Source: an optimization exercise on an open RTL-to-GDS flow (aim: small area, a short achievable clock period and few clock cycles). Production flows keep margins and buffers that such runs may drop. The RTL was checked by simulation tests, not by an equivalence proof against the original design. Power is estimated from default activity; no workload was simulated.

// toy_lic_tce
module toy_lic_tce (
    input  wire        clk,
    input  wire        rst,           
    input  wire        lic_ready,     
    input  wire        cmd_valid,
    output wire        cmd_ready,
    input  wire [31:0] cmd_word,
    input  wire [31:0] cmd_arg,
    output reg         done,
    output reg  [3:0]  status,
    output reg  [31:0] res,
    output reg         fault,
    output reg  [1:0]  cal_state,
    output wire        bus_req,
    output wire        bus_we,
    output wire [1:0]  bus_space,
    output wire [15:0] bus_addr,
    output wire [31:0] bus_wdata,
    input  wire        bus_ack,
    input  wire [31:0] bus_rdata
);
For scale: ~1900 cells after synthesis, roughly 190 flip-flops, roughly 16000 sq um of cells after synthesis.
Settings: LEC_CHECK=0, CAP_MARGIN=20, CORE_MARGIN=2, CORE_UTILIZATION=40, SLEW_MARGIN=20; clock period 60.0 ns.
standard.sh (not shown) runs the stock make flow with config.mk's settings and CLKGATE_MAP_FILE= SYNTH_SCRIPT=/design/flow/synth_recipe.tcl, a recipe that flattens the netlist after the stock synthesis.
==> flow/flow/run.sh <==
#!/bin/bash
# Own layout flow: the standard ORFS flow (standard.sh), with the ports
# buffered by buf_2 cells instead of the default delay buffers, and the
# timing repair after CTS and global routing aimed at a setup slack margin
# (the clock period and constraints are the design's; only the repair
# effort changes). Each tool's full output goes to a log in this folder.
set -euo pipefail
MARGIN=47
bash standard.sh "SETUP_SLACK_MARGIN=$MARGIN" \
    "BUFFER_PORTS_ARGS=-buffer_cell sky130_fd_sc_hd__buf_2" finish > standard_finish.log 2>&1
Testbench counts at the start, summed over its fixed seeds: cycles 28,106.
Change:
--- a/flow/flow/run.sh
+++ b/flow/flow/run.sh
@@ -7,3 +7,3 @@
 set -euo pipefail
-MARGIN=47
+MARGIN=45.5
 bash standard.sh "SETUP_SLACK_MARGIN=$MARGIN" \
Result: Die area does not change; combinational power fell by 5.1%; design area fell by 3.3%; global-route usage fell by 0.45 points; utilization fell by 1.6 points; non-clock buffer count fell by 25; power fell by about 3%; cell count fell by 1.1%; sequential power rose by about 3%.

========
Another version of the RTL of toy_lic_tce (not shown whole).
For scale: ~1,800 cells after synthesis, roughly 190 flip-flops, about 190 I/O pins.
export LEC_CHECK = 0
export CAP_MARGIN = 20
export CORE_MARGIN = 2
export CORE_UTILIZATION = 40
export SLEW_MARGIN = 20
create_clock -name core_clock -period 60.0 [get_ports {clk}]
==> flow/flow/run.sh <==
#!/bin/bash
# Own layout flow: the standard ORFS flow (standard.sh), with the ports
# buffered by buf_1 cells instead of the default delay buffers, and the
# timing repair after CTS and global routing aimed at a setup slack margin
# (the clock period and constraints are the design's; only the repair
# effort changes). Each tool's full output goes to a log in this folder.
set -euo pipefail
MARGIN=46.0
bash standard.sh "SETUP_SLACK_MARGIN=$MARGIN" \
    "BUFFER_PORTS_ARGS=-buffer_cell sky130_fd_sc_hd__buf_1" finish > standard_finish.log 2>&1
The baseline completed with no timing, DRC or antenna violations.
Testbench counts at the start, summed over its fixed seeds: cycles 28,441.
Rerun with:
--- a/flow/flow/run.sh
+++ b/flow/flow/run.sh
@@ -7,3 +7,3 @@
 set -euo pipefail
-MARGIN=46.0
+MARGIN=46.3
 bash standard.sh "SETUP_SLACK_MARGIN=$MARGIN" \
Settings changed: TNS_END_PERCENT from default to 5.
=> The new run passed the timing, design-rule and antenna checks. Clock power is about the same. Maximum frequency rose by 1.2%. Wire length is about the same.
Rerun with:
--- a/flow/flow/run.sh
+++ b/flow/flow/run.sh
@@ -7,3 +7,3 @@
 set -euo pipefail
-MARGIN=46.3
+MARGIN=46.8
 bash standard.sh "SETUP_SLACK_MARGIN=$MARGIN" \
- cell count stays flat
- clock-buffer cell count stays the same
- setup slack got worse by 13 ps
Rerun with:
--- a/flow/flow/run.sh
+++ b/flow/flow/run.sh
@@ -7,3 +7,3 @@
 set -euo pipefail
-MARGIN=46.8
+MARGIN=46.3
 bash standard.sh "SETUP_SLACK_MARGIN=$MARGIN" \
Settings changed: CTS_BUF_LIST from default to sky130_fd_sc_hd__clkbuf_8, CTS_CLUSTER_SIZE from default to 12, TNS_END_PERCENT 5 to default.
The new run finished clean. Design area falls by 1.4%. Cell count hardly moves. Register-to-register slack gets better by 20 ps. Hold slack is about the same. Worst setup slack loses 16 ps. Via count is about the same. Non-clock buffer count falls by 2. Fmax hardly moves. Routed wire length came out lower by 0.63%. Combinational power hardly moves.
Rerun with:
Settings changed: CORE_UTILIZATION 40 to 55, CTS_BUF_LIST sky130_fd_sc_hd__clkbuf_8 to default, CTS_CLUSTER_SIZE 12 to default.
The new run completed without violations.
Area after synthesis is unchanged.
Hold slack is better by 3.7 ps.
First-iteration DRC count came out higher by 24%.
Non-clock buffer count came out lower by 1.
Total power came out higher by about 11%.
Utilization came out higher by 17 points.
Sequential share of layout area stays flat.
Routed wire length came out lower by 4.9%.
Cell count came out lower by 7.0%.

[re-timing with driven ports]
How much do the figures lean on ideal ports? The routed layouts below were timed once more, with nothing changed but the port constraints.
Step 1 sets driving cells, clkbuf_16 on the clock port and buf_2 on the other inputs (assumed; they add their load-dependent delay and slew).
Step 2 also shifts input and output timing later by t, the mid clock arrival at the registers, as if the neighbouring blocks saw the same clock.
Slacks: ideal ports / drivers / drivers and shift; pairs: ideal ports / drivers.
run	t, ns	slack for setup (ns)	pins driven straight from the clock port
the first run of note 1	0.509	46.445 / 46.389 / 46.305	1
the second run of note 1	0.510	46.143 / 46.091 / 46.185	1
the first run of note 2	0.506	46.140 / 46.087 / 45.806	1
the second run of note 2	0.504	46.303 / 46.249 / 45.930	1
the third run of note 2	0.504	46.290 / 46.237 / 46.000	1
the fourth run of note 2	0.536	46.274 / 46.224 / 45.943	1
the fifth run of note 2	0.491	46.136 / 46.084 / 45.939	1
After both steps setup and hold are still met in every run listed. The setup slack of the second run of note 2, which loses most, moves by -0.054 ns with the drivers and by -0.373 ns with both steps.
